Background: an optimization exercise with open tools, aiming at small area and a short achievable clock period. Do not read the settings as production practice.
No run shown here included a check of the RTL's function; only the layout flow was run.
Power is estimated from default activity; no workload was simulated.

[flow/flow/run.sh]
#!/bin/bash
# Layout flow: the standard flow (standard.sh) with three changes:
# - plain buf_1 cells as the port buffers instead of the delay cells that
#   buffer_ports picks by default;
# - timing repair aimed further below the constraint;
# - a clock tree from smaller buffers, without dummy loads.
set -euo pipefail
bash standard.sh \
  "BUFFER_PORTS_ARGS=-buffer_cell sky130_fd_sc_hd__buf_1" \
  SETUP_SLACK_MARGIN=7 \
  "CTS_ARGS=-sink_clustering_enable -repair_clock_nets -dont_use_dummy_load -buf_list {sky130_fd_sc_hd__clkbuf_4 sky130_fd_sc_hd__clkbuf_8}" \
  finish > standard_flow.log 2>&1
[flow/standard.sh]
#!/bin/bash
# synth_recipe.tcl (not shown) runs the flow's synth.tcl, then flattens the netlist and writes it again
# the make line also repeats each setting of config.mk as NAME=value (left out here)
make -C /OpenROAD-flow-scripts/flow DESIGN_CONFIG=/design/flow/config.mk WORK_HOME=/design/flow/orfs CLKGATE_MAP_FILE= SYNTH_SCRIPT=/design/flow/synth_recipe.tcl "${@:-finish}"
[flow/config.mk]
export PLATFORM = sky130hd
export DESIGN_NAME = zec
export DESIGN_NICKNAME = zec
export VERILOG_FILES = /design/flow/design.v
export SDC_FILE = /design/flow/constraint.sdc
export NUM_CORES = 4
export LEC_CHECK = 0
export CAP_MARGIN = 20
export CORE_MARGIN = 2
export CORE_UTILIZATION = 40
export SLEW_MARGIN = 20
[flow/constraint.sdc]
create_clock -name core_clock -period 13.0 [get_ports {clk}]
set_input_delay 2.6000 -clock core_clock [delete_from_list [all_inputs] [get_ports {clk}]]
set_output_delay 2.6000 -clock core_clock [all_outputs]
set_load 0.01 [all_outputs]
[flow/design.v]
module zec (
    input  wire        clk,
    input  wire        rst,
    input  wire        t_valid,
    input  wire [39:0] t_cmd,
    output wire        t_ready,
    output reg         t_rsp_valid,
    output wire [39:0] t_rsp,
    input  wire        h_valid,
    input  wire [39:0] h_cmd,
    output wire        h_ready,
    output reg         h_rsp_valid,
    output wire [39:0] h_rsp,
    output reg         hnote
);
    localparam [2:0] ST_OK        = 3'd0;
    localparam [2:0] ST_EMPTY     = 3'd1;
    localparam [2:0] ST_FULL      = 3'd2;
    localparam [2:0] ST_NOT_READY = 3'd3;
    localparam [2:0] ST_VMISMATCH = 3'd4;
    localparam [2:0] ST_BAD_ARG   = 3'd5;
    localparam [2:0] ST_ILLEGAL   = 3'd6;
    reg [1:0]   hs;
    reg [7:0]   seq;
    reg         nen;
    reg         npend;
    reg         prio_t;
    reg [3:0]   rxh, rxt, txh, txt;
    reg [127:0] rxm;             
    reg [127:0] txm;
    reg [7:0]   zrun;
    reg [7:0]   zc;
    reg         esc;
    reg [31:0]  txcount, rxcount;
    reg [2:0]   r_st;
    reg [4:0]   r_lb;
    reg         r_rd;            
    reg         r_tx;
    reg [3:0]   r_ra;
    reg [7:0]   r_rxb;           
    reg         r_80;            
    reg         r_ssr, r_txc, r_rxc, r_drx, r_dtx;
    wire hs_on = |hs;
    wire fire  = npend & nen & hs_on;
    assign t_ready = ~rst & ~fire & ~(h_valid & ~prio_t);
    assign h_ready = ~rst & ~fire & ~(t_valid &  prio_t);
    wire gnt_t = t_valid & t_ready;
    wire gnt_h = h_valid & h_ready;
    wire [3:0] rxc   = rxh - rxt;
    wire [3:0] txc   = txh - txt;
    wire       rx_e  = (rxh == rxt);
    wire       tx_e  = (txh == txt);
    wire       rx_f  = (rxc == 4'd15);
    wire       rx_1  = (rxc == 4'd1);
    wire [3:0] txfree = ~txc;      
    wire [3:0] rxt1  = rxt + 4'd1;
    wire [7:0] hop  = h_cmd[39:32];
    wire [3:0] pa   = h_cmd[3:0];
    wire       hp86 = (hop == 8'h86);
    wire       psel = h_valid & ~(t_valid & prio_t) & hp86;
    wire [3:0] ra0  = psel ? pa : rxt;
    wire [7:0] rv0 = rxm[8*ra0  +: 8];
    wire [7:0] rv1 = rxm[8*rxt1 +: 8];
    wire       rv0_80 = (rv0 == 8'h80);
    wire       rv1_80 = (rv1 == 8'h80);
    wire g_zr   = |zc[7:1];                          
    wire g_pop  = ~g_zr & ~rx_e;                     
    wire g_two  = g_pop & ~esc & rv0_80 & ~rx_1;     
    wire g_escs = g_pop & ~esc & rv0_80 & rx_1;      
    wire g_cnt  = g_pop & (esc | rv0_80) & ~g_escs;  
    wire g_cb80 = esc ? rv0_80 : rv1_80;             
    wire [7:0] g_cb = esc ? rv0 : rv1;
    wire g_ok   = g_zr | (g_pop & ~g_escs);
    wire g_rd   = g_pop & ~g_escs & (~g_cnt | g_cb80);   
    wire       zr0   = (zrun == 8'd0);
    wire       zr128 = (zrun == 8'd128);
    wire       zr254 = (zrun == 8'd254);
    wire f1 = (txfree >= 4'd1), f2 = (txfree >= 4'd2), f3 = (txfree >= 4'd3);
    wire f4 = (txfree >= 4'd4), f5 = (txfree >= 4'd5), f6 = (txfree >= 4'd6);
    wire okF  = zr0 ? 1'b1 : zr128 ? f4 : f2;
    wire okP1 = zr0 ? f1   : zr128 ? f5 : f3;
    wire okP2 = zr0 ? f2   : zr128 ? f6 : f4;
    wire [7:0] e1e = zr128 ? 8'h7F : zr0 ? 8'h80 : zrun;
    wire [7:0] top  = t_cmd[39:32];
    wire [7:0] tab  = t_cmd[7:0];
    wire       t_b  = ~|t_cmd[31:8];       
    wire       ab0  = ~|tab;
    wire       t_n  = t_b & ab0;           
    wire       ab80 = (tab == 8'h80);
    wire       ab1  = (tab == 8'h01);
    wire op01 = (top == 8'h01), op02 = (top == 8'h02), op03 = (top == 8'h03);
    wire op04 = (top == 8'h04), op05 = (top == 8'h05), op06 = (top == 8'h06);
    wire op07 = (top == 8'h07), op08 = (top == 8'h08), op09 = (top == 8'h09);
    wire op0a = (top == 8'h0A);
    wire t_leg = ((op01 | op02 | op04 | op06 | op08 | op09) & t_n) |
                 ((op03 | op05 | op07 | op0a) & t_b);
    wire t_gate = op02 | op03 | op04 | op05 | op06;
    wire t_x    = t_leg & (hs_on | ~t_gate);       
    wire x_setup = t_x & op01;
    wire x_getb  = t_x & op02;
    wire x_putb  = t_x & op03;
    wire x_flush = t_x & op04;
    wire x_push  = t_x & op05;
    wire x_pop   = t_x & op06;
    wire x_nen   = t_x & op07;
    wire x_sig   = t_x & op08;
    wire x_rdssr = t_x & op09;
    wire x_rdst  = t_x & op0a;
    wire w_abs   = x_putb & ab0 & ~zr254;           
    wire w_A     = x_putb & ab0 & zr254 & f2;       
    wire w_1     = x_putb & ~ab0 & ~ab80 & okP1;    
    wire w_2     = x_putb & ab80 & okP2;            
    wire w_F     = x_flush & okF;                   
    wire w_U     = x_push & ~ab0 & f1;              
    wire t_full  = (x_putb & ~w_abs & ~w_A & ~w_1 & ~w_2) | (x_flush & ~okF) |
                   (x_push & ~ab0 & ~f1);
    wire tx_wr   = w_A | w_1 | w_2 | w_F | w_U;
    wire putb_ok = w_abs | w_A | w_1 | w_2;
    wire [5:0] lgt;
    assign lgt[0] = w_A | w_1 | w_2 | (w_F & ~zr0) | w_U;
    assign lgt[1] = w_A | (w_1 & ~zr0) | w_2 | (w_F & ~zr0);
    assign lgt[2] = (w_1 & ~zr0) | (w_2 & ~zr0) | (w_F & zr128);
    assign lgt[3] = ((w_1 | w_2 | w_F) & zr128) | (w_2 & ~zr0);
    assign lgt[4] = (w_1 | w_2) & zr128;
    assign lgt[5] = w_2 & zr128;
    wire [5:0] lgt_g = {6{gnt_t}} & lgt;
    wire [2:0] tlen = {lgt[3],
                       (lgt[1] & ~lgt[3]) | lgt[5],
                       (lgt[0] & ~lgt[1]) | (lgt[2] & ~lgt[3]) | (lgt[4] & ~lgt[5])};
    wire [7:0] e1 = {e1e[7:1], e1e[0] | (top[0] & ab0 & zr254)};
    wire       ab_at0 = zr0 | (top[2] & top[0]);        
    reg [2:0] t_st;
    always @(*) begin
        if (!t_leg)                     t_st = ST_ILLEGAL;
        else if (t_gate && !hs_on)      t_st = ST_NOT_READY;
        else if ((x_push & ab0) | (x_nen & ~ab0) | (x_rdst & ~ab0 & ~ab1))
                                        t_st = ST_BAD_ARG;
        else if (t_full)                t_st = ST_FULL;
        else if ((x_getb & ~g_ok) | (x_pop & rx_e))
                                        t_st = ST_EMPTY;
        else                            t_st = ST_OK;
    end
    wire [31:0] harg = h_cmd[31:0];
    wire [7:0]  hab  = h_cmd[7:0];
    wire        h_b  = ~|h_cmd[31:8];
    wire        hab0 = ~|hab;
    wire        h_n  = h_b & hab0;
    wire hp81 = (hop == 8'h81), hp82 = (hop == 8'h82), hp83 = (hop == 8'h83);
    wire hp84 = (hop == 8'h84), hp85 = (hop == 8'h85);
    wire hp87 = (hop == 8'h87), hp88 = (hop == 8'h88);
    wire h_leg  = ((hp81 | hp85 | hp88) & h_n) | ((hp83 | hp84 | hp87) & h_b) | hp82 | hp86;
    wire h_nr   = (hp82 & ~hs_on) | ((hp83 | hp84 | hp85) & ~hs[1]);
    wire h_x    = h_leg & ~h_nr;
    wire pk_rx  = (harg[31:4] == 28'h2000010);
    wire pk_tx  = (harg[31:4] == 28'h2000020);
    wire neg_m  = (harg[31:8] == 24'hBEEF01);
    wire y_neg   = h_x & hp82;
    wire y_desc  = h_x & hp83;
    wire y_push  = h_x & hp84 & ~hab0;
    wire y_pop   = h_x & hp85;
    wire [3:0] pk_o = pa - (pk_rx ? rxt : txt);
    wire pk_occ  = pk_o < (pk_rx ? rxc : txc);
    wire y_peek  = h_x & hp86 & (pk_rx | pk_tx) & pk_occ;
    wire y_idx   = h_x & hp87 & (hab < 8'd4);
    wire y_sig   = h_x & hp88;
    wire y_ssr   = h_x & (hp81 | hp82);
    wire y_rxwr  = y_push & ~rx_f;
    wire y_txpop = y_pop & ~tx_e;
    wire h_bad = h_x & ((hp83 & (hab > 8'd4)) | (hp84 & hab0) |
                        (hp86 & ~pk_rx & ~pk_tx) | (hp87 & (hab > 8'd3)));
    reg [2:0] h_st;
    always @(*) begin
        if (!h_leg)                     h_st = ST_ILLEGAL;
        else if (h_nr)                  h_st = ST_NOT_READY;
        else if (h_bad)                 h_st = ST_BAD_ARG;
        else if (y_neg & ~neg_m)        h_st = ST_VMISMATCH;
        else if (y_push & rx_f)         h_st = ST_FULL;
        else if (y_pop & tx_e)          h_st = ST_EMPTY;
        else                            h_st = ST_OK;
    end
    reg [4:0] h_lb;
    always @(*) begin
        h_lb = 5'd0;
        if (y_desc & ((hab == 8'd1) | (hab == 8'd3))) h_lb = 5'd16;
        if (y_desc & (hab == 8'd4))                   h_lb = 5'd1;
        if (y_idx) case (hab[1:0])
            2'd0: h_lb = {1'b0, rxh};
            2'd1: h_lb = {1'b0, rxt};
            2'd2: h_lb = {1'b0, txh};
            default: h_lb = {1'b0, txt};
        endcase
    end
    wire [15:0] hd = 16'd1 << txh;
    wire [15:0] rd = 16'd1 << rxh;
    wire        rx_go = gnt_h & y_rxwr;
    genvar gi;
    generate
        for (gi = 0; gi < 16; gi = gi + 1) begin : g_slot
            wire h0 = hd[gi], h1 = hd[(gi+15)%16], h2 = hd[(gi+14)%16];
            wire h3 = hd[(gi+13)%16], h4 = hd[(gi+12)%16], h5 = hd[(gi+11)%16];
            wire s_ab = (h0 & ab_at0) | (h2 & ~zr128) | h4;
            wire s_e1 = h1;
            wire s_e3 = h3 & zr128;
            wire we   = (h0 & lgt_g[0]) | (h1 & lgt_g[1]) | (h2 & lgt_g[2]) |
                        (h3 & lgt_g[3]) | (h4 & lgt_g[4]) | (h5 & lgt_g[5]);
            wire [7:0] wd;
            assign wd[7]   = (s_ab & tab[7]) | (s_e1 & e1[7]) | ~(s_ab | s_e1 | s_e3);
            assign wd[6:1] = ({6{s_ab}} & tab[6:1]) | ({6{s_e1}} & e1[6:1]);
            assign wd[0]   = (s_ab & tab[0]) | (s_e1 & e1[0]) | s_e3;
            always @(posedge clk) begin
                if (we)
                    txm[8*gi +: 8] <= wd;
                if (rx_go & rd[gi])
                    rxm[8*gi +: 8] <= hab;
            end
        end
    endgenerate
    wire t_note = (x_getb & g_pop) | (x_pop & ~rx_e) | lgt[0];
    always @(posedge clk) begin
        if (rst) begin
            hs <= 2'd0; seq <= 8'd0; nen <= 1'b0; npend <= 1'b0; prio_t <= 1'b1;
            rxh <= 4'd0; rxt <= 4'd0; txh <= 4'd0; txt <= 4'd0;
            zrun <= 8'd0; zc <= 8'd0; esc <= 1'b0;
            t_rsp_valid <= 1'b0; h_rsp_valid <= 1'b0; hnote <= 1'b0;
        end else begin
            t_rsp_valid <= gnt_t;
            h_rsp_valid <= gnt_h;
            hnote <= fire;
            if (gnt_t) prio_t <= 1'b0;
            else if (gnt_h) prio_t <= 1'b1;
            if (fire) begin
                npend <= 1'b0;
                seq   <= seq + 8'd1;
            end
            if (gnt_t) begin
                if (x_setup) begin
                    hs <= 2'd1; seq <= 8'd0; npend <= 1'b0;
                    rxh <= 4'd0; rxt <= 4'd0; txh <= 4'd0; txt <= 4'd0;
                    zrun <= 8'd0; zc <= 8'd0; esc <= 1'b0;
                end else begin
                    if (t_note | x_sig) npend <= 1'b1;
                    if (x_nen & ab0) nen <= 1'b1;
                    if ((x_getb & g_pop) | (x_pop & ~rx_e)) rxt <= (x_getb & g_two) ? rxt + 4'd2 : rxt1;
                    if (x_getb & g_escs) esc <= 1'b1;
                    if (x_getb & g_cnt) esc <= 1'b0;
                    if (x_getb & g_zr) zc <= zc - 8'd1;
                    if (x_getb & g_cnt & ~g_cb80) zc <= g_cb;
                    if (w_abs) zrun <= zrun + 8'd1;
                    if (tx_wr & ~x_push) zrun <= 8'd0;
                    if (tx_wr) txh <= txh + {1'b0, tlen};
                end
            end
            if (gnt_h) begin
                if (y_sig) npend <= 1'b1;
                if (y_neg & ~neg_m) hs <= 2'd1;
                if (y_neg & neg_m & (hs == 2'd1)) hs <= 2'd2;
                if (y_push | y_pop) hs <= 2'd3;
                if (y_rxwr) rxh <= rxh + 4'd1;
                if (y_txpop) txt <= txt + 4'd1;
            end
        end
    end
    wire cnt_clr = rst | (gnt_t & x_setup);
    wire t_inc = gnt_t & putb_ok;
    wire r_inc = gnt_t & x_getb & g_ok;
    wire [3:0] tpre, rpre;        
    assign tpre[0] = 1'b1;
    assign rpre[0] = 1'b1;
    assign tpre[1] = &txcount[7:0];
    assign rpre[1] = &rxcount[7:0];
    assign tpre[2] = &txcount[15:0];
    assign rpre[2] = &rxcount[15:0];
    assign tpre[3] = &txcount[23:0];
    assign rpre[3] = &rxcount[23:0];
    wire [31:0] tcy, rcy;
    genvar gc;
    generate
        for (gc = 0; gc < 32; gc = gc + 1) begin : g_bc
            if (gc % 8 == 0) begin : g_in
                assign tcy[gc] = t_inc & tpre[gc/8];
                assign rcy[gc] = r_inc & rpre[gc/8];
            end else begin : g_rip
                assign tcy[gc] = tcy[gc-1] & txcount[gc-1];
                assign rcy[gc] = rcy[gc-1] & rxcount[gc-1];
            end
            always @(posedge clk) begin
                txcount[gc] <= ~cnt_clr & (txcount[gc] ^ tcy[gc]);
                rxcount[gc] <= ~cnt_clr & (rxcount[gc] ^ rcy[gc]);
            end
        end
    endgenerate
    always @(posedge clk) begin
        if (gnt_h) begin
            r_st <= h_st; r_lb <= h_lb;
            r_rd <= y_txpop | y_peek;
            r_tx <= ~pk_rx; r_80 <= 1'b0;
            r_ra <= hp86 ? pa : txt;
            r_ssr <= y_ssr; r_txc <= 1'b0; r_rxc <= 1'b0;
            r_drx <= y_desc & hab0; r_dtx <= y_desc & (hab == 8'd2);
        end else begin
            r_st <= t_st; r_lb <= 5'd0;
            r_rd <= (x_getb & g_pop & ~g_escs & ~g_cnt) | (x_pop & ~rx_e);
            r_tx <= 1'b0; r_80 <= x_getb & g_cnt & g_cb80;
            r_ra <= txt;
            r_ssr <= x_rdssr; r_txc <= x_rdst & ab0; r_rxc <= x_rdst & ab1;
            r_drx <= 1'b0; r_dtx <= 1'b0;
        end
    end
    always @(posedge clk) r_rxb <= rv0;
    wire [7:0] rd_byte = r_tx ? txm[8*r_ra +: 8] : r_rxb;
    wire       o_en  = r_rd;
    wire [31:0] ssr = hs_on ? {24'hBEEF01, seq} : 32'd0;
    wire [31:0] rdat = ({32{r_ssr}} & ssr)
                     | ({32{r_txc}} & txcount)
                     | ({32{r_rxc}} & rxcount)
                     | ({32{r_drx}} & 32'h2000_0100)
                     | ({32{r_dtx}} & 32'h2000_0200)
                     | {27'd0, r_lb}
                     | {24'd0, {8{o_en}} & rd_byte}
                     | {24'd0, r_80, 7'd0};
    assign t_rsp = {5'd0, r_st, rdat};
    assign h_rsp = {5'd0, r_st, rdat};
endmodule
==> qor.txt, run 1 <==
Ys Warns - 1
RR Startpoint - rxt[1]
Endpoints failing hold - 0
Worst Hold Launch - nen
Worst vdd ir - 0.0000696 V
CTS Root Cell - clkbuf_8
Post-DP HPWL - 50400 microns
Top_reg_cell synth - edfxtp_1
CP Cell Sequence - buf_6, nor4b_4, buf_6, buf_4, a41oi_4, a21o_4, buf_12, a211oi_4, a211oi_2, a311o_1, or3_4, nor3_4, and4_4, nor4_4, and2_4, ha_4, ha_4, ha_4, ha_4, ha_4, ha_4, ha_4, xnor2_2, nor2_1
CTS tree - built
Num CTS Buffers - 72
Max cap viols - 0
Delay-heaviest family, CP - simple AND/OR/NAND/NOR gates
Die span in y - 242 microns
Num ports - 169
PnR worst setup slack - 6.54 ns
Worst setup SP type - primary input
Routed WL per cell - 24.6 microns
Worst hold slack - 0.490 ns
Clock Sinks - 397
Slowest cell on crit path - or3_4
Post-Syn Area per Cell - 10.5 sq um
Fmax - 155 MHz
Final worst path period share - 49.7%
Register bit count reported by yosys - 397
First-pass GRT wire length - 112000 microns
Max Clock Skew - 0.0938 ns
Routability congestion estimate - 0.942
CTS clock-pin slew for the worst setup and hold paths - 0.05 ns
Pre-CTS WS - 4.43 ns
Util after Layout - 46.5%
Path type of the worst setup path - in -> reg
Pwr Density - 91.3 nW/um^2
Most common cell on crit path - ha_4
Status - no timing/DRC/antenna violations
Drt first pass iters - 6
Critical Path RT - 13.50 ns
Share of layout cells above drive strength 1 - 18.7%
Multi-input logic area - 11800 sq um
Synth cell count leaders - edfxtp_1, nand2_1, o21ai_0
Final antenna-violating net count - 0
FP Rows - 87
Drt drc - 0
Initial cell density of the core - 40.2%
Cells after Synth - 2142
Via Count - 18800
GR Util All Layers - 24.9%
Grt total ovfl - 0
Vias per cell - 6.19
Antenna violations before repair - 5
Largest net degree at the start of global routing - 67
Max Transition Viols Final - 0
Area of the mapped netlist - 22600 sq um
Yosys top cell by area - edfxtp_1
Min-delay worst type - reg -> reg
Final min period - 6.46 ns
Core box area - 56100 sq um
Share of the synthesized area in the top cell type - 34.1%
Final-stage net count - 2460
Worst Max-Slew Pin Slew - 1.14 ns
Skew-Pair Late Insertion Delay - 0.67 ns
Leak pwr - 8.74 nW
IO buf count - 158
Crit Path Max Fanout - 14
CP Data Arrival Time - 6.95 ns
Reg2reg setup slack - 7.23 ns
FILL cells - 5147
Area Overhead vs Synth - 15.6%
Hold path depth - 2
EDFF count, synth - 256
Slew headroom - 23.5%
Final setup vio count - 0
H-tree lvl count - 3
FFs w/ async S/R, synth - 0%
Reg-to-Reg End - rxcount[31]
Area occupied by registers - 10500 sq um
CP endpoint kind - register
Synth cell types - 82
Min-Delay Endpoint - nen
Worst Path Buf+Inv - 4
Die W - 242 microns
Vias in the first global route - 18400
Max incr delay on CP - 0.43 ns
Synth area leaders - edfxtp_1, dfxtp_1, mux4_2
WL final - 75000 microns
Unrepaired setup endpoints after global routing - true
DRT iter0 DRCs - 1966
Setup tns final - 0 ns
Worst r2r path cells - 22
Most numerous cell in the Yosys netlist - edfxtp_1
Die ar. - 58300 sq um
Register area share after synthesis - 46.6%
Clk buf depth - 3
## metal layers
layer,share of wire (%),wire length (microns),global-route usage [%]
met5,0.056,42,0
met4,3.9,2900,9.72
met1,40,30200,32.8
met3,9.1,6860,5.43
met2,47,35000,40.0
## worst max path at each step
stage,from,end,slack [ns],cells past startpoint
after floorplan,h_cmd[38],rxcount[30],6.28,20
final,h_cmd[36],rxcount[31],6.54,24
after detailed placement,h_cmd[38],rxcount[31],4.43,22
after global placement,h_cmd[32],rxcount[31],4.41,22
after CTS,h_cmd[37],rxcount[31],6.54,23
after global routing,h_cmd[36],rxcount[31],6.47,24
## sequential cells by signal (all words and copies together) (netlist names), 5 cells and up
name / flops
rxm: 128
seq: 8
zrun: 8
r_lb: 5
txm: 128
rxcount: 32
zc: 8
txcount: 32
r_rxb: 8
## cell usage in the layout, fill, tap and decap left out, types with 11 or more instances in the layout
master    instances
edfxtp_1        256
nor4_1           17
nor2_1          118
and3_1           64
a221o_1          20
xor2_1           13
nand4_1          32
a211oi_1         42
nand3_1          45
nor3_1           21
o22ai_1          35
o221ai_1         42
mux2i_1          60
nand2b_1         11
inv_1            57
and2_1           13
buf_6            12
a221oi_1         16
a21oi_1          86
nor2b_1          13
nand2_1         248
ha_1             55
clkbuf_8         72
xnor2_1          18
nor2_2           14
ha_4             28
buf_4            81
buf_1           146
mux4_2           81
dfxtp_1         138
a211oi_2         11
o21ai_0         157
## logic make-up (layout without fill, tap and decap cells)
| kind of cell | after synthesis | after routing | share of synthesized area [%] |
|---|---|---|---|
| fa+ha+maj | 89 | 89 | 5.07 |
| compound gates | 517 | 517 | 15.2 |
| simple gates | 683 | 686 | 14.6 |
| xor+xnor | 37 | 37 | 1.44 |
| flops | 397 | 397 | 46.6 |
| other cells | 1 | 12 | 0.0166 |
| mux | 156 | 156 | 11.5 |
| buf+inv | 262 | 393 | 5.61 |
## area by class of cell
class,instances,area share (%)
clock buffers,72,3.80
repair buffers,260,6.08
diodes,2,0.0192
well taps,756,3.63
multi-input cells,1495,45.3
inverters,61,0.882
flip-flops and latches,397,40.3
## worst min-delay path, stage by stage, from the launching register on
cell,delay [ns]
dfxtp_1,0.34
a21oi_1,0.05
nor2_1,0.07
## where the power goes
group	switching (W)	internal (W)
sequential	0.00000111	0.00134
combinational	0.0000583	0.0000258
clock	0.000474	0.000487
total	0.000533	0.00185
## stage by stage
| stage | instances | area [sq um] | total power, W |
|---|---|---|---|
| after floorplan | 2151 | 22900 | 0.00140 |
| after global placement | 2905 | 23800 | 0.00143 |
| after detailed placement | 2907 | 23800 | 0.00144 |
| after CTS | 3017 | 25600 | 0.00240 |
| after global routing | 3043 | 26100 | 0.00246 |
| final | 3043 | 26100 | 0.00238 |
## what timing repair did
item / CTS / global route
gates resized for setup: 83 / 69
setup buffers: 32 / 21
endpoints found under the setup margin: 285 / 229
cloned: 6 / 3
pin swaps: 19 / 31
hold buffers: 0 / 0
==> inputs of run 2 (changes only) <==
--- a/flow/config.mk
+++ b/flow/config.mk
@@ -9,3 +9,3 @@
 export CORE_MARGIN = 2
-export CORE_UTILIZATION = 40
+export CORE_UTILIZATION = 60
 export SLEW_MARGIN = 20
==> qor.txt, run 2 <==
Status - no timing/DRC/antenna violations (unchanged)
CTS clock-pin slew for the worst setup and hold paths - 0.05 ns (about the same)
Skew-Pair Late Insertion Delay - 0.64 ns (was 0.67 ns)
First-pass GRT wire length - 107000 microns (was 112000 microns)
Num ports - 169 (unchanged)
Setup tns final - 0 ns (unchanged)
Num CTS Buffers - 69 (was 72)
Register bit count reported by yosys - 397 (unchanged)
Min-delay worst type - reg -> reg (unchanged)
FFs w/ async S/R, synth - 0% (unchanged)
Drt first pass iters - 7 (was 6)
Grt total ovfl - 0 (unchanged)
Share of the synthesized area in the top cell type - 34.1% (unchanged)
Synth cell count leaders - edfxtp_1, nand2_1, o21ai_0 (unchanged)
Clock Sinks - 397 (unchanged)
Max Clock Skew - 0.0634 ns (was 0.0938 ns)
Drt drc - 0 (unchanged)
Via Count - 19000 (was 18800)
H-tree lvl count - 3 (unchanged)
N_diodes - 0 (was 2)
FP Rows - 71 (was 87)
Routed WL per cell - 26.0 microns (was 24.6 microns)
CP Cell Sequence - buf_2, and3b_2, buf_4, a41oi_4, buf_4, a211oi_1, a211oi_2, a211oi_1, a311o_1, or3_4, nor3_4, and4_4, nor4_4, and2_1, ha_2, ha_4, ha_4, ha_4, ha_4, ha_4, ha_4, xnor2_2, nor2_1 (was buf_6, nor4b_4, buf_6, buf_4, a41oi_4, a21o_4, buf_12, a211oi_4, a211oi_2, a311o_1, or3_4, nor3_4, and4_4, nor4_4, and2_4, ha_4, ha_4, ha_4, ha_4, ha_4, ha_4, ha_4, xnor2_2, nor2_1)
CP Data Arrival Time - 7.05 ns (was 6.95 ns)
Worst setup SP type - primary input (unchanged)
CP endpoint kind - register (unchanged)
Synth area leaders - edfxtp_1, dfxtp_1, mux4_2 (unchanged)
Worst vdd ir - 0.000101 V (was 0.0000696 V)
Delay-heaviest family, CP - simple AND/OR/NAND/NOR gates (unchanged)
Initial cell density of the core - 60.5% (was 40.2%)
DRT iter0 DRCs - 2271 (was 1966)
Share of layout cells above drive strength 1 - 17.7% (was 18.7%)
Area of the mapped netlist - 22600 sq um (unchanged)
FILL cells - 2911 (was 5147)
Cells after Synth - 2142 (unchanged)
Slew headroom - 23.2% (was 23.5%)
Post-DP HPWL - 48600 microns (was 50400 microns)
Critical Path RT - 13.44 ns (was 13.50 ns)
Final worst path period share - 50.8% (was 49.7%)
Yosys top cell by area - edfxtp_1 (unchanged)
Path type of the worst setup path - in -> reg (unchanged)
Area Overhead vs Synth - 12.5% (was 15.6%)
Clk buf depth - 3 (unchanged)
Die span in y - 198 microns (was 242 microns)
Hold Buf Count CTS - 0 (unchanged)
Most common cell on crit path - ha_4 (unchanged)
Die ar. - 39200 sq um (was 58300 sq um)
Final-stage net count - 2448 (was 2460)
Synth cell types - 82 (unchanged)
Area after DPL - 23400 sq um (was 23800 sq um)
WL final - 71300 microns (was 75000 microns)
Max incr delay on CP - 0.47 ns (was 0.43 ns)
Max Transition Viols Final - 0 (unchanged)
Final antenna-violating net count - 0 (unchanged)
Vias per cell - 6.93 (was 6.19)
Routability congestion estimate - 1.01 (was 0.942)
GR Util All Layers - 36.3% (was 24.9%)
Core box area - 37300 sq um (was 56100 sq um)
Most numerous cell in the Yosys netlist - edfxtp_1 (unchanged)
Final min period - 6.60 ns (was 6.46 ns)
Commonest non-fill, non-tap cell in the layout - edfxtp_1 (unchanged)
Biggest regs - rxm: 128 flops, txm: 128 flops (unchanged)
Largest net degree at the start of global routing - 67 (unchanged)
Die W - 198 microns (was 242 microns)
Antenna violations before repair - 2 (was 5)
Leak pwr - 8.66 nW (was 8.74 nW)
IO buf count - 158 (unchanged)
Final setup vio count - 0 (unchanged)
Pwr Density - 92.4 nW/um^2 (was 91.3 nW/um^2)
Slowest cell on crit path - a41oi_4 (was or3_4)
Unrepaired setup endpoints after global routing - true (unchanged)
Register area share after synthesis - 46.6% (unchanged)
Ys Warns - 1 (unchanged)
Final instance area - 25400 sq um (was 26100 sq um)
Vias in the first global route - 18100 (was 18400)
Worst Path Buf+Inv - 3 (was 4)
Post-Syn Area per Cell - 10.5 sq um (unchanged)
Endpoints failing hold - 0 (unchanged)
Top_reg_cell synth - edfxtp_1 (unchanged)
Worst Max-Slew Pin Slew - 1.15 ns (was 1.14 ns)
CTS tree - built (unchanged)
CTS Root Cell - clkbuf_8 (unchanged)
Max cap viols - 0 (unchanged)
Most frequent cells in the layout - edfxtp_1, nand2_1, o21ai_0 (unchanged)
Fmax - 151 MHz (was 155 MHz)
EDFF count, synth - 256 (unchanged)
Crit Path Max Fanout - 10 (was 14)
-- run 2: cell counts after synthesis --
Identical to the previous run, type by type.
-- run 2: worst reg2reg max path, cell delays in order (launching register included) --
cell	delay (ns)
dfxtp_1	0.82
clkinv_1	0.66
a41oi_4	0.47
buf_6	0.17
buf_4	0.17
a211oi_1	0.08
a211oi_2	0.24
o21ai_1	0.10
a311o_1	0.44
or3_4	0.43
nor3_4	0.21
and4_4	0.29
nor4_4	0.05
and2_1	0.14
ha_2	0.18
ha_4	0.16
ha_4	0.15
ha_4	0.15
ha_4	0.16
ha_4	0.15
ha_4	0.16
xnor2_2	0.12
nor2_1	0.05
-- run 2: power by group --
part | switching [W] | total [W] | internal, W
sequential | 0.00000102 | 0.00134 | 0.00134
combinational | 0.0000576 | 0.0000806 | 0.0000230
clock | 0.000459 | 0.000926 | 0.000467
-- run 2: cell type report --
cell class                 instances  area, sq um  share of cell area [%]
multi-input combinational       1497        11600                    45.9
clock buffer                      69          950                    3.74
timing repair buffer             249         1450                    5.71
inverter                          61          230                   0.907
sequential                       397        10500                    41.4
tap                              474          593                    2.34
-- run 2: cell families (layout without fill, tap and decap cells) --
family,after synthesis,count (layout),synth area share [%]
flip-flops,397,397,46.6
AND/OR/NAND/NOR,683,685,14.6
XOR/XNOR,37,37,1.44
AO/OA/AOI/OAI,517,520,15.2
buffers and inverters,262,379,5.61
other,1,10,0.0166
multiplexers,156,156,11.5
adder cells (fa/ha/maj),89,89,5.07
-- run 2: through the flow --
step	setup slack, ns	total power (W)	hold WS, ns	cells	utilization (%)
after detailed placement	4.08	0.00143	0.474	2621	62.8
after global placement	4.24	0.00143	0.466	2621	62.7
after floorplan	6.28	0.00140	0.430	2151	-
after CTS	6.50	0.00235	0.465	2730	67.1
final	6.40	0.00234	0.481	2747	68.0
after global routing	6.32	0.00241	0.521	2747	68.0
-- run 2: metal layers --
| metal | share of wire (%) | GRT usage, % | wire length [microns] | vias to the layer above |
|---|---|---|---|---|
| li1 | - | - | - | 8343 |
| met1 | 41 | 51.4 | 29500 | 9241 |
| met2 | 44 | 54.5 | 31500 | 1259 |
| met3 | 11 | 8.81 | 7870 | 191 |
| met4 | 3.4 | 13.4 | 2440 | 4 |
| met5 | 0.039 | 0 | 28 | - |
-- run 2: final timing paths --
path / startpoint / to / slack, ns / cells past startpoint
setup / recovery: h_cmd[33] / rxcount[31] / 6.40 / 23
hold / removal: npend / hnote / 0.48 / 2
setup reg to reg: rxt[1] / rxcount[31] / 7.28 / 22
hold reg to reg: npend / hnote / 0.48 / 2
-- run 2: timing repair --
item / CTS / global route
cloned: 6 / 0
setup buffers: 34 / 17
pin swaps: 22 / 25
gates resized for setup: 73 / 42
endpoints found under the setup margin: 293 / 190
==> inputs of run 3 (changes only) <==
--- a/flow/design.v
+++ b/flow/design.v
@@ -263,4 +263,7 @@
     wire cnt_clr = rst | (gnt_t & x_setup);
-    wire t_inc = gnt_t & putb_ok;
-    wire r_inc = gnt_t & x_getb & g_ok;
+    reg t_inc, r_inc;
+    always @(posedge clk) begin
+        t_inc <= ~cnt_clr & gnt_t & putb_ok;
+        r_inc <= ~cnt_clr & gnt_t & x_getb & g_ok;
+    end
     wire [3:0] tpre, rpre;        
--- a/flow/config.mk
+++ b/flow/config.mk
@@ -9,3 +9,3 @@
 export CORE_MARGIN = 2
-export CORE_UTILIZATION = 60
+export CORE_UTILIZATION = 40
 export SLEW_MARGIN = 20
==> qor.txt, run 3 <==
Drt drc - 0 (unchanged)
Die W - 246 microns (was 198 microns)
Top_reg_cell synth - edfxtp_1 (unchanged)
Area after DPL - 24500 sq um (was 23400 sq um)
Fmax - 167 MHz (was 151 MHz)
Design Power - 0.00243 W (was 0.00234 W)
H-tree lvl count - 3 (unchanged)
Max incr delay on CP - 0.29 ns (was 0.47 ns)
FFs w/ async S/R, synth - 0% (unchanged)
Share of the synthesized area in the top cell type - 32.8% (was 34.1%)
Drt first pass iters - 6 (was 7)
Core box area - 57800 sq um (was 37300 sq um)
Crit path to - h_ready (was rxcount[31])
CP Data Arrival Time - 3.39 ns (was 7.05 ns)
Most frequent cells in the layout - edfxtp_1, nand2_1, o21ai_0 (unchanged)
Die span in y - 246 microns (was 198 microns)
GR Util All Layers - 25.5% (was 36.3%)
CP endpoint kind - output pin (was register)
Via Count - 20000 (was 19000)
Final instance area - 26300 sq um (was 25400 sq um)
Register bit count reported by yosys - 399 (was 397)
Skew-Pair Late Insertion Delay - 0.66 ns (was 0.64 ns)
Slew headroom - 23.9% (was 23.2%)
EDFF count, synth - 256 (unchanged)
Worst Hold Launch - npend (unchanged)
Initial cell density of the core - 40.6% (was 60.5%)
Worst Path Buf+Inv - 3 (unchanged)
Reg-to-Reg End - zc[2] (was rxcount[31])
Slowest cell on crit path - nor3_4 (was a41oi_4)
Post-Syn Area per Cell - 10.6 sq um (was 10.5 sq um)
Final worst path period share - 46.1% (was 50.8%)
Area Overhead vs Synth - 12.2% (was 12.5%)
Final antenna-violating net count - 0 (unchanged)
Worst Max-Slew Pin Slew - 1.14 ns (was 1.15 ns)
CP Cell Sequence - buf_1, buf_4, nor3_4, buf_2 (was buf_2, and3b_2, buf_4, a41oi_4, buf_4, a211oi_1, a211oi_2, a211oi_1, a311o_1, or3_4, nor3_4, and4_4, nor4_4, and2_1, ha_2, ha_4, ha_4, ha_4, ha_4, ha_4, ha_4, xnor2_2, nor2_1)
Max Clock Skew - 0.0732 ns (was 0.0634 ns)
Worst r2r path cells - 11 (was 22)
Util after Layout - 45.6% (was 68.0%)
Critical Path RT - 10.40 ns (was 13.44 ns)
CTS tree - built (unchanged)
Ys Warns - 1 (unchanged)
Cells after Synth - 2212 (was 2142)
Most numerous cell in the Yosys netlist - edfxtp_1 (unchanged)
Register area share after synthesis - 45.0% (was 46.6%)
Vias in the first global route - 18900 (was 18100)
Pwr Density - 92.2 nW/um^2 (was 92.4 nW/um^2)
Clk buf depth - 3 (unchanged)
Worst vdd ir - 0.0000664 V (was 0.000101 V)
Post-DP HPWL - 52500 microns (was 48600 microns)
DRT iter0 DRCs - 2192 (was 2271)
Synth cell types - 88 (was 82)
Min-delay worst type - reg -> reg (unchanged)
Final-stage net count - 2505 (was 2448)
Path type of the worst setup path - in -> out (was in -> reg)
Final setup vio count - 0 (unchanged)
Share of layout cells above drive strength 1 - 16.7% (was 17.7%)
WL final - 79300 microns (was 71300 microns)
Synth area leaders - edfxtp_1, dfxtp_1, mux4_2 (unchanged)
Crit Path Max Fanout - 25 (was 10)
Num ports - 169 (unchanged)
Worst hold slack - 0.485 ns (was 0.481 ns)
IO buf count - 158 (unchanged)
Biggest regs - rxm: 128 flops, txm: 128 flops (unchanged)
RR Startpoint - rxt[1] (unchanged)
Max cap viols - 0 (unchanged)
CTS Root Cell - clkbuf_8 (unchanged)
WP depth - 4 (was 23)
Delay-heaviest family, CP - buffers and inverters (was simple AND/OR/NAND/NOR gates)
Area of the mapped netlist - 23500 sq um (was 22600 sq um)
Leak pwr - 8.79 nW (was 8.66 nW)
Synth cell count leaders - edfxtp_1, nand2_1, o21ai_0 (unchanged)
Commonest non-fill, non-tap cell in the layout - edfxtp_1 (unchanged)
First-pass GRT wire length - 118000 microns (was 107000 microns)
Vias per cell - 6.45 (was 6.93)
Status - no timing/DRC/antenna violations (unchanged)
Num CTS Buffers - 74 (was 69)
Setup tns final - 0 ns (unchanged)
Largest net degree at the start of global routing - 70 (was 67)
Routability congestion estimate - 0.942 (was 1.01)
Max Transition Viols Final - 0 (unchanged)
FP Rows - 88 (was 71)
Worst Setup SP - rst (was h_cmd[33])
Worst setup SP type - primary input (unchanged)
Unrepaired setup endpoints after global routing - true (unchanged)
Reg2reg setup slack - 8.03 ns (was 7.28 ns)
Die ar. - 60600 sq um (was 39200 sq um)
Grt total ovfl - 0 (unchanged)
Endpoints failing hold - 0 (unchanged)
CTS clock-pin slew for the worst setup and hold paths - 0.05 ns (about the same)
Routed WL per cell - 25.6 microns (was 26.0 microns)
Clock Sinks - 399 (was 397)
Yosys top cell by area - edfxtp_1 (unchanged)
Final min period - 5.99 ns (was 6.60 ns)
Antenna violations before repair - 8 (was 2)
## run 3: cell types whose count changed in the layout (fill, tap and decap cells not counted), sizes merged, moves of 26 or more
| cell | before | now |
|---|---|---|
| o21ai | 161 | 197 |
| a21oi | 94 | 36 |
| nand2b | 11 | 47 |
| a221o | 20 | 52 |
| a2111oi | 3 | 29 |
| a211oi | 54 | 13 |
## run 3: power by group
part / leakage [nW] / internal (W) / switching, W
Combinational: 4.90 / 0.0000282 / 0.0000692
Sequential: 3.35 / 0.00134 / 0.00000138
Clock: 0.532 / 0.000500 / 0.000487
Total: 8.79 / 0.00187 / 0.000557
## run 3: cell type report
type | instances | area [sq um]
Timing Repair Buffer | 238 | 1360
Clock buffer | 74 | 1020
Inverter | 40 | 150
Tap cell | 765 | 957
Multi-Input combinational cell | 1579 | 12300
Antenna cell | 6 | 15.0
Sequential cell | 399 | 10600
Fill cell | 5373 | 31500
## run 3: per-layer routing
layer / vias to the layer above / part of all wire, % / track usage, % / routed length [microns]
met5: - / 0.011 / 0 / 9
met4: 2 / 4.1 / 11.1 / 3240
met3: 199 / 10 / 5.37 / 8280
met2: 1285 / 45 / 38.9 / 35400
met1: 9798 / 41 / 35.0 / 32300
li1: 8718 / - / - / -
## run 3: through the flow
step / setup WS [ns] / instances
2_1_floorplan: 6.79 / 2221
3_3_place_gp: 5.71 / 2976
3_5_place_dp: 5.54 / 2977
4_1_cts: 6.93 / 3072
5_1_grt: 6.95 / 3100
6_report: 7.01 / 3101
## run 3: what timing repair did
item                                    CTS  global route
pin swaps                                13            15
endpoints found under the setup margin  353           235
resized for setup                        54            50
hold buffers                              0             0
buffers inserted                         20            19
cloned                                    1             4
## run 3: worst min path at each step
stage,to,slack [ns],cells after the start
2_1_floorplan,nen,0.43,2
3_3_place_gp,zc[7],0.47,2
3_5_place_dp,nen,0.47,2
4_1_cts,nen,0.48,2
5_1_grt,nen,0.50,2
6_report,hnote,0.48,2
## run 3: kinds of logic (layout without fill, tap and decap cells)
kind of cell               count (synthesis)  after routing  share of synthesized area [%]
adders and majority gates                 90             90                           4.92
other                                      1             16                         0.0160
xor gates and xnor gates                  39             39                           1.46
buffers and inverters                    248            352                           4.88
muxes                                    168            168                           12.4
and+or+nand+nor                          733            738                           15.6
DFF                                      399            399                           45.0
AOI/OAI and AO/OA                        534            534                           15.7
## run 3: worst reg2reg max path, delay by kind of cell (launching register included)
family / cells / cell delay (ns)
and+or+nand+nor: 4 / 1.71
muxes: 2 / 1.02
buffers and inverters: 2 / 0.99
adders and majority gates: 1 / 0.58
AOI/OAI and AO/OA: 2 / 0.31
DFF: 1 / 0.30

-- what the ideal ports hide --
How much do the figures lean on ideal ports? The routed layouts below were timed once more, with nothing changed but the port constraints.
Step 1, drivers: a clkbuf_16 drives clk and a buf_2 each remaining input, both assumed.
Step 2 times the ports against the registers' clock, not the clock port: input delays grow and output delays shrink by t, the midpoint of the rising clock arrivals with the driver on.
Slacks: ideal ports / drivers / drivers and shift; pairs: ideal ports / drivers.
run	shift t [ns]	setup WS [ns]	clock arrival spread, ns	worst data-port slew with drivers (ns)	pins driven straight from the clock port
run 1	0.673	6.544 / 6.568 / 5.895	0.094 / 0.093	0.07	1
run 2	0.661	6.397 / 6.411 / 5.749	0.063 / 0.063	0.08	1
run 3	0.682	7.012 / 6.992 / 6.365	0.073 / 0.074	0.10	1
After both steps setup and hold are still met in every run listed. For run 1, which loses most, drivers alone change the setup slack by +0.024 ns; drivers and shift together by -0.649 ns.
